This is an optimization exercise on Yosys and OpenROAD, whose aim is small area, a short achievable clock period and few clock cycles, not a production implementation.
In this exercise RTL edits were held to simulation tests only and were not proved equivalent to the original.
Power and IR drop assume default switching activity.

<file path="flow/design.v">
module pool_tx (
    input  wire       clk,
    input  wire       rst,
    input  wire       cmd_valid,
    output wire       cmd_ready,
    input  wire [2:0] cmd_op,
    input  wire [7:0] cmd_data,
    output reg        rsp_valid,
    output reg  [1:0] rsp_status,
    output reg        rsp_page_done,
    output reg        tx_valid,
    output reg  [7:0] tx_data,
    output reg        tx_last,
    input  wire       tx_ready
);
    localparam OP_APPEND = 3'd0;
    localparam OP_COMMIT = 3'd1;
    localparam OP_SEND   = 3'd2;
    localparam OP_CKFAIL = 3'd3;
    localparam OP_MISSED = 3'd4;
    localparam OP_PRESET = 3'd5;
    localparam FD  = 16;          
    localparam FAW = 4;           
    reg [4:0] ph;
    reg       a_v, b_v;
    reg [2:0] a_op, b_op;
    reg [7:0] a_d, b_d;
    reg       rdy;
    assign cmd_ready = rdy;
    wire accept = cmd_valid && rdy;
    reg [4:0] used;         
    reg [4:0] sent;         
    reg [4:0] last_len;     
    reg       overflowed;
    reg       tx_active;
    reg       ovf_pending;
    reg [2:0] ncks [0:15];  
    reg [7:0]     fifo [0:FD-1];
    reg [FAW:0]   f_wa, f_rp;
    reg [4:0]     w_g;      
    reg [4:0]     w_j;      
    reg [3:0]     w_s;      
    reg           wr_v;     
    reg [3:0]     wr_s;
    reg [7:0]     wr_d;
    wire [FAW:0] f_cnt   = f_wa - f_rp;
    wire         f_empty = (f_cnt == 0);
    wire         f_full  = f_cnt[FAW];
    wire [7:0] tap [0:15];
    genvar gs;
    generate
        for (gs = 0; gs < 16; gs = gs + 1) begin : g_slot
            reg  [255:0] r;
            wire [7:0]   d0 = (wr_v && wr_s == gs) ? wr_d : r[255:248];
            always @(posedge clk)
                r <= {r[247:0], d0};
            if (gs == 0) begin : g_t0
                assign tap[gs] = d0;
            end else begin : g_tn
                assign tap[gs] = r[8*gs-1 -: 8];
            end
        end
    endgenerate
    reg       c_v, c_ovf, c_hdr;    
    reg [3:0] c_slot;
    reg [4:0] c_lst;                
    reg [4:0] c_j;
    reg [7:0] c_h;
    reg       n_v, n_ovf;
    reg [3:0] n_slot;
    reg [4:0] n_lst;
    reg [7:0] n_h;
    wire      out_free = !tx_valid || tx_ready;
    wire      ld_ovf   = c_v && c_ovf;
    wire      ld_hdr   = c_v && !c_ovf && !c_hdr && ph == 5'd31 && f_empty;
    wire      ld_body  = c_v && !c_ovf &&  c_hdr && ph == c_j;
    wire      c_lastb  = (c_j == c_lst);
    wire      c_done   = out_free && (ld_ovf || (ld_body && c_lastb));
    wire      c_free   = !c_v || c_done;
    wire       a_full   = (last_len == 5'd31);
    wire       a_ovf    = a_full && used == 5'd16;
    wire [3:0] a_slot   = a_full ? used[3:0] : used[3:0] - 4'd1;
    wire       app_wr   = !tx_active && !overflowed && !a_ovf;
    wire       s_done   = tx_active && (sent == used);
    wire       s_page   = tx_active && !s_done;
    wire       s_frame  = ovf_pending || s_page;
    wire [3:0] s_slot   = sent[3:0];
    wire       s_lastsl = (sent + 5'd1 == used);
    wire       x_app    = a_op == OP_APPEND;
    wire       x_send   = a_op == OP_SEND;
    wire       can_exec = !(x_app && app_wr &&
                            (f_full || c_v || n_v || (used == 5'd0 && !f_empty))) &&
                          !(x_send && s_frame && n_v);
    wire       exec     = a_v && can_exec;
    wire       push     = exec && x_send && s_frame;
    integer i;
    always @(posedge clk) begin
        if (rst) begin
            ph <= 5'd0;
            a_v <= 1'b0;
            b_v <= 1'b0;
            rdy <= 1'b0;
            used <= 5'd0;
            sent <= 5'd0;
            last_len <= 5'd31;
            overflowed <= 1'b0;
            tx_active <= 1'b0;
            ovf_pending <= 1'b0;
            f_wa <= 0;
            f_rp <= 0;
            w_g <= 5'd0;
            w_j <= 5'd0;
            w_s <= 4'd0;
            wr_v <= 1'b0;
            c_v <= 1'b0;
            n_v <= 1'b0;
            rsp_valid <= 1'b0;
            rsp_status <= 2'd0;
            rsp_page_done <= 1'b0;
            tx_valid <= 1'b0;
            tx_last <= 1'b0;
        end else begin
            ph <= ph + 5'd1;
            if (!a_v || can_exec) begin
                if (b_v) begin
                    a_v <= 1'b1; a_op <= b_op; a_d <= b_d;
                    b_v <= 1'b0;
                end else begin
                    a_v <= accept; a_op <= cmd_op; a_d <= cmd_data;
                end
                rdy <= 1'b1;
            end else if (accept) begin
                b_v <= 1'b1; b_op <= cmd_op; b_d <= cmd_data;
                rdy <= 1'b0;
            end
            wr_v <= 1'b0;
            wr_s <= w_s;
            wr_d <= fifo[f_rp[FAW-1:0]];
            if (!f_empty && ph + 5'd1 == w_g) begin
                wr_v <= 1'b1;
                f_rp <= f_rp + 1'b1;
                w_g  <= w_g + 5'd1;
                if (w_j == 5'd30) begin
                    w_j <= 5'd0;
                    w_s <= w_s + 4'd1;
                end else
                    w_j <= w_j + 5'd1;
            end
            rsp_valid <= exec;
            rsp_status <= 2'd0;
            rsp_page_done <= 1'b0;
            if (exec) begin
                case (a_op)
                OP_APPEND: begin
                    if (tx_active) rsp_status <= 2'd2;
                    else if (overflowed) rsp_status <= 2'd1;
                    else if (a_ovf) begin
                        overflowed <= 1'b1;
                        ovf_pending <= 1'b1;
                        rsp_status <= 2'd1;
                    end else begin
                        if (a_full) begin
                            used <= used + 5'd1;
                            last_len <= 5'd1;
                            ncks[a_slot] <= 3'd0 - a_d[2:0];
                        end else begin
                            last_len <= last_len + 5'd1;
                            ncks[a_slot] <= ncks[a_slot] - a_d[2:0];
                        end
                        f_wa <= f_wa + 1'b1;
                        if (used == 5'd0) begin
                            w_g <= 5'd0;
                            w_j <= 5'd0;
                            w_s <= 4'd0;
                        end
                    end
                end
                OP_COMMIT: begin
                    if (!tx_active && used != 5'd0) tx_active <= 1'b1;
                    else rsp_status <= 2'd1;
                end
                OP_SEND: begin
                    rsp_page_done <= s_done;
                    if (s_done) begin
                        used <= 5'd0;
                        sent <= 5'd0;
                        last_len <= 5'd31;
                        overflowed <= 1'b0;
                        tx_active <= 1'b0;
                    end
                    if (ovf_pending) begin
                        ovf_pending <= 1'b0;
                        rsp_status <= 2'd2;
                    end else if (s_page) begin
                        sent <= sent + 5'd1;
                        rsp_status <= 2'd1;
                    end
                end
                OP_CKFAIL: begin
                    if (sent != 5'd0) sent <= sent - 5'd1;
                end
                OP_MISSED: begin
                    sent <= 5'd0;
                end
                OP_PRESET: begin
                    used <= 5'd0;
                    sent <= 5'd0;
                    last_len <= 5'd31;
                    overflowed <= 1'b0;
                    tx_active <= 1'b0;
                end
                default: rsp_status <= 2'd3;
                endcase
            end
            if (out_free) begin
                if (ld_ovf) begin
                    tx_valid <= 1'b1;
                    tx_data  <= 8'h04;
                    tx_last  <= 1'b1;
                end else if (ld_hdr) begin
                    tx_valid <= 1'b1;
                    tx_data  <= c_h;
                    tx_last  <= 1'b0;
                    c_hdr    <= 1'b1;
                    c_j      <= 5'd0;
                end else if (ld_body) begin
                    tx_valid <= 1'b1;
                    tx_data  <= tap[c_slot];
                    tx_last  <= c_lastb;
                    c_j      <= c_j + 5'd1;
                end else begin
                    tx_valid <= 1'b0;
                    tx_last  <= 1'b0;
                end
            end
            if (c_free) begin
                if (n_v) begin
                    c_v <= 1'b1; c_ovf <= n_ovf; c_hdr <= 1'b0;
                    c_slot <= n_slot; c_lst <= n_lst; c_h <= n_h;
                end else if (push) begin
                    c_v <= 1'b1; c_ovf <= ovf_pending; c_hdr <= 1'b0;
                    c_slot <= s_slot; c_lst <= s_lastsl ? last_len - 5'd1 : 5'd30;
                    c_h <= {1'b0, used[3:0] - sent[3:0] - 4'd1, ncks[s_slot]};
                end else
                    c_v <= 1'b0;
            end
            if (push && (n_v || !c_free)) begin
                n_v <= 1'b1; n_ovf <= ovf_pending;
                n_slot <= s_slot; n_lst <= s_lastsl ? last_len - 5'd1 : 5'd30;
                n_h <= {1'b0, used[3:0] - sent[3:0] - 4'd1, ncks[s_slot]};
            end else if (c_free)
                n_v <= 1'b0;
        end
        if (!rst && exec && x_app && app_wr)
            fifo[f_wa[FAW-1:0]] <= a_d;
    end
endmodule
</file>
<file path="flow/run.sh">
#!/bin/bash
# synth_recipe.tcl (not shown) runs the flow's synth.tcl, then flattens the netlist and writes it again
# the make line also repeats each setting of config.mk as NAME=value (left out here)
make -C /OpenROAD-flow-scripts/flow DESIGN_CONFIG=/design/flow/config.mk WORK_HOME=/design/flow/orfs CLKGATE_MAP_FILE= SYNTH_SCRIPT=/design/flow/synth_recipe.tcl finish
</file>
<file path="flow/config.mk">
export PLATFORM = sky130hd
export DESIGN_NAME = pool_tx
export DESIGN_NICKNAME = pool_tx
export VERILOG_FILES = /design/flow/design.v
export SDC_FILE = /design/flow/constraint.sdc
export NUM_CORES = 4
export LEC_CHECK = 0
export CAP_MARGIN = 20
export CORE_MARGIN = 2
export CORE_UTILIZATION = 30
export SLEW_MARGIN = 20
</file>
<file path="flow/constraint.sdc">
create_clock -name core_clock -period 12.0 [get_ports {clk}]
set_input_delay 2.4000 -clock core_clock [delete_from_list [all_inputs] [get_ports {clk}]]
set_output_delay 2.4000 -clock core_clock [all_outputs]
set_load 0.01 [all_outputs]
</file>
==> flow_metrics.py <==
metrics = {
    "die": {
        "initial_core_util_pct": 30.1,
        "rows": 211,
        "die-area_mm2": 0.335,
        "die_w_um": 579,
        "core-area_mm2": 0.330,
        "io_pins": 30,
        "die_h_um": 579,
    },
    "worst_setup_path": {
        "reg2reg_to": "ncks[3][2]$_DFFE_PP_",
        "required_ps": 12600,
        "r2r_cells": 15,
        "critical_path.max_fanout": 44,
        "cp_num_cells": 11,
        "crit_top_cell": "nand2_1",
        "startpoint_type": "input port",
        "r2r_slack_ps": 7120,
        "cp.buffers_inverters": 3,
        "path_delay_family": "simple AND/OR/NAND/NOR gates",
        "r2r-start": "f_rp[0]$_SDFFE_PP0N_",
        "critPathKind": "in -> reg",
        "worstPathArrival_ps": 5940,
        "crit_chain": "buf_2 -> buf_4 -> inv_1 -> nand2_1 -> nand4b_2 -> nor3_1 -> nand2_1 -> ha_1 -> fa_1 -> xor2_1 -> xnor2_2",
        "cp_slowest_cell": "xnor2_2",
        "end_kind": "flop",
        "max_stage_delay_ps": 670,
    },
    "timing": {
        "max_clock_freq_mhz": 187,
        "hold_viol_final": 0,
        "period_share_pct": 44.5,
        "clock_skew_ps": 66.2,
        "slew_headroom_pct": 27.4,
        "drv_slew": 0,
        "finalSetupTns_ps": 0,
        "finalSetupViolCount": 0,
        "rsz0062_at_grt": "no",
        "layout_min_cycle_time_ps": 5340,
        "max_slew.worst_pin.slew_ps": 1090,
    },
    "clock_network": {
        "postCtsSetupRepairBufs": 0,
        "cts_hold_buf": 0,
        "cts_sinks": 4417,
        "cts_resized": 0,
        "clk_pin_slew_ps": 60,
        "worstSkewPairLatency_ps": 940,
        "clk_path_buf_depth": 4,
        "htreeDepth": 5,
        "cts-root-buf": "clkbuf_16",
        "cts_buffers": 399,
        "cts_tree": "built",
    },
    "min_path": {
        "hold_path.startpoint": "g_slot[12].r[73]$_DFF_P_",
        "holdPathEnd": "g_slot[12].r[81]$_DFF_P_",
        "hold_class": "reg -> reg",
        "hold_depth": 0,
    },
    "detailed_routing": {
        "via_count": 38500,
        "drtIter0Drc": 2270,
        "vias_per_cell": 3.67,
        "drc": 0,
        "avgRoutedWirePerCell_um": 14.0,
        "dr.pass1.iters": 6,
        "ant_nets": 0,
        "wl_um": 146000,
    },
    "global_route": {
        "grt_pass1_wl_um": 227000,
        "grt-ovfl-total": 0,
        "grt_pass1_vias": 39400,
        "antenna_found_initial": 18,
        "grt_max_degree": 45,
        "grt.total_usage_pct": 8.68,
    },
    "status": {
        "status": "finished clean",
    },
    "synthesis": {
        "ys.flop_type": "dfxtp_1",
        "avgSynthCellArea_um2": 18.3,
        "ys_seq_area_share_pct": 91.7,
        "synth_edf_count": 258,
        "synth_most_common_cell": "dfxtp_1",
        "ys_warn_count": 1,
        "synth_top_area_share_pct": 83.9,
        "yosysTopAreaCell": "dfxtp_1",
        "synth_area_leaders": "dfxtp_1 (84%), edfxtp_1 (7.8%), mux2_2 (1.9%)",
        "synth_cell_types": 83,
        "synthTopCellsByCount": "dfxtp_1 (4159), edfxtp_1 (258), mux2_2 (165)",
        "syn_area_mm2": 0.0992,
        "synthArstFlopShare_pct": 0,
        "netlist_instances": 5432,
        "ys_ff_latch": 4417,
        "synth_nets": 5479,
    },
    "cells_and_area": {
        "seqCellArea_mm2": 0.0910,
        "fillers": 30100,
        "drive_above_1_share_pct": 15.3,
        "fin_util_pct": 35.9,
        "nets": 5855,
        "area_growth_pct": 19.1,
        "multi_input_area_mm2": 0.00779,
    },
    "placement": {
        "portBuffers": 29,
        "place_congestion": 0.788,
        "dp_hpwl_um": 83100,
    },
    "pwr": {
        "powerDensity_mw_per_mm2": 236,
        "power.static_leakage_uw": 0.0454,
        "ir_drop_uv": 179,
    },
    "flow_run": {
        "drv.max_cap_violation_count": 0,
    },
}
-- how the worst max path moves through the flow --
stage | start | slack (ps) | end
floorplan | rst | 6480 | ncks[0][2]$_DFFE_PP_
CTS | rst | 6190 | ncks[6][2]$_DFFE_PP_
global route | rst | 6340 | ncks[3][2]$_DFFE_PP_
finish | rst | 6660 | ncks[3][2]$_DFFE_PP_
detailed placement | rst | 5260 | ncks[8][2]$_DFFE_PP_
global placement | rst | 5460 | ncks[8][2]$_DFFE_PP_
-- kinds of logic after synthesis --
kind of cell | synth area share, %
flops | 91.7
compound gates | 1.30
xor+xnor | 0.449
fa+ha+maj | 0.426
buf+inv | 0.488
simple gates | 1.95
mux | 3.68
-- area by class of cell --
class	instances	share of cell area (%)
flip-flops and latches	4417	77.0
clock buffers	570	9.86
multi-input cells	899	6.59
well taps	4366	4.62
clock inverters	140	1.39
repair buffers	62	0.457
inverters	29	0.0921
diodes	6	0.0127
-- cells in the final DEF (no fill, tap or decap), drive strengths merged, types with 13 or more instances in the layout --
cell type         n
a21oi            46
and3             13
buf              34
bufinv           30
clkbuf          570
clkdlybuf4s50    28
clkinv           82
clkinvlp         13
dfxtp          4159
edfxtp          258
ha               29
inv              44
mux2            165
mux2i            18
mux4             71
nand2            65
nand3            60
nor2            103
nor2b            20
nor3             28
nor4             25
o21ai            45
xnor2            30
xor2             20
-- state kept, by name, indices dropped and copies added, names as in the netlist, 7 cells and up, named ones only --
name and cells:
c_h 7, fifo 128, g_slot.r 4096, b_d 8, n_h 7, tx_data 8, wr_d 8, a_d 8
ncks 48
-- where the power goes --
part	total (uW)	internal (uW)	switching, uW
Clock	12500	7410	5100
Combinational	354	134	220
Sequential	15000	14900	57.7
Total	27900	22500	5380
-- per-stage QoR --
step / total power [uW] / setup slack [ps] / instances / hold WS (ps) / instance area, um2
2_1_floorplan: 15500 / 6480 / 5432 / 310 / 99200
3_3_place_gp: 15700 / 5460 / 9772 / 310 / 105000
3_5_place_dp: 15700 / 5260 / 9773 / 312 / 105000
4_1_cts: 28200 / 6190 / 10500 / 262 / 118000
5_1_grt: 28800 / 6340 / 10500 / 271 / 118000
6_report: 27900 / 6660 / 10500 / 260 / 118000
-- metal layers --
metal	wire length (um)	part of all wire [%]	GRT usage (%)
met4	4370	3.0	3.45
met3	7740	5.3	2.14
met2	62600	43	13.1
met5	21	0.014	0
met1	71600	49	11.9
Testbench counts, summed over its fixed seeds: cycles 83,958.

## afterwards: timing with drivers on the ports
In the flow no input, the clock included, has a driving cell. The finished layout below was timed again as built, in two steps.
Step 1, drivers: a clkbuf_16 drives clk and a buf_2 each remaining input, both assumed.
Step 2 adds t to the input delays and takes it off the output delays; t is the mean of the earliest and latest rising clock arrival at the registers after step 1. Input paths then give back, and output paths get back, about the clock's delay inside the block.
Three values: ideal, step 1, step 2; two values: the first two.
shift t [ns]: 0.997
slack for setup (ns): 6.662 / 6.729 / 5.732
pins driven straight from the clock port: 1
After both steps this run still meets setup and hold. For this run, drivers alone change the setup slack by +0.067 ns; drivers and shift together by -0.930 ns.
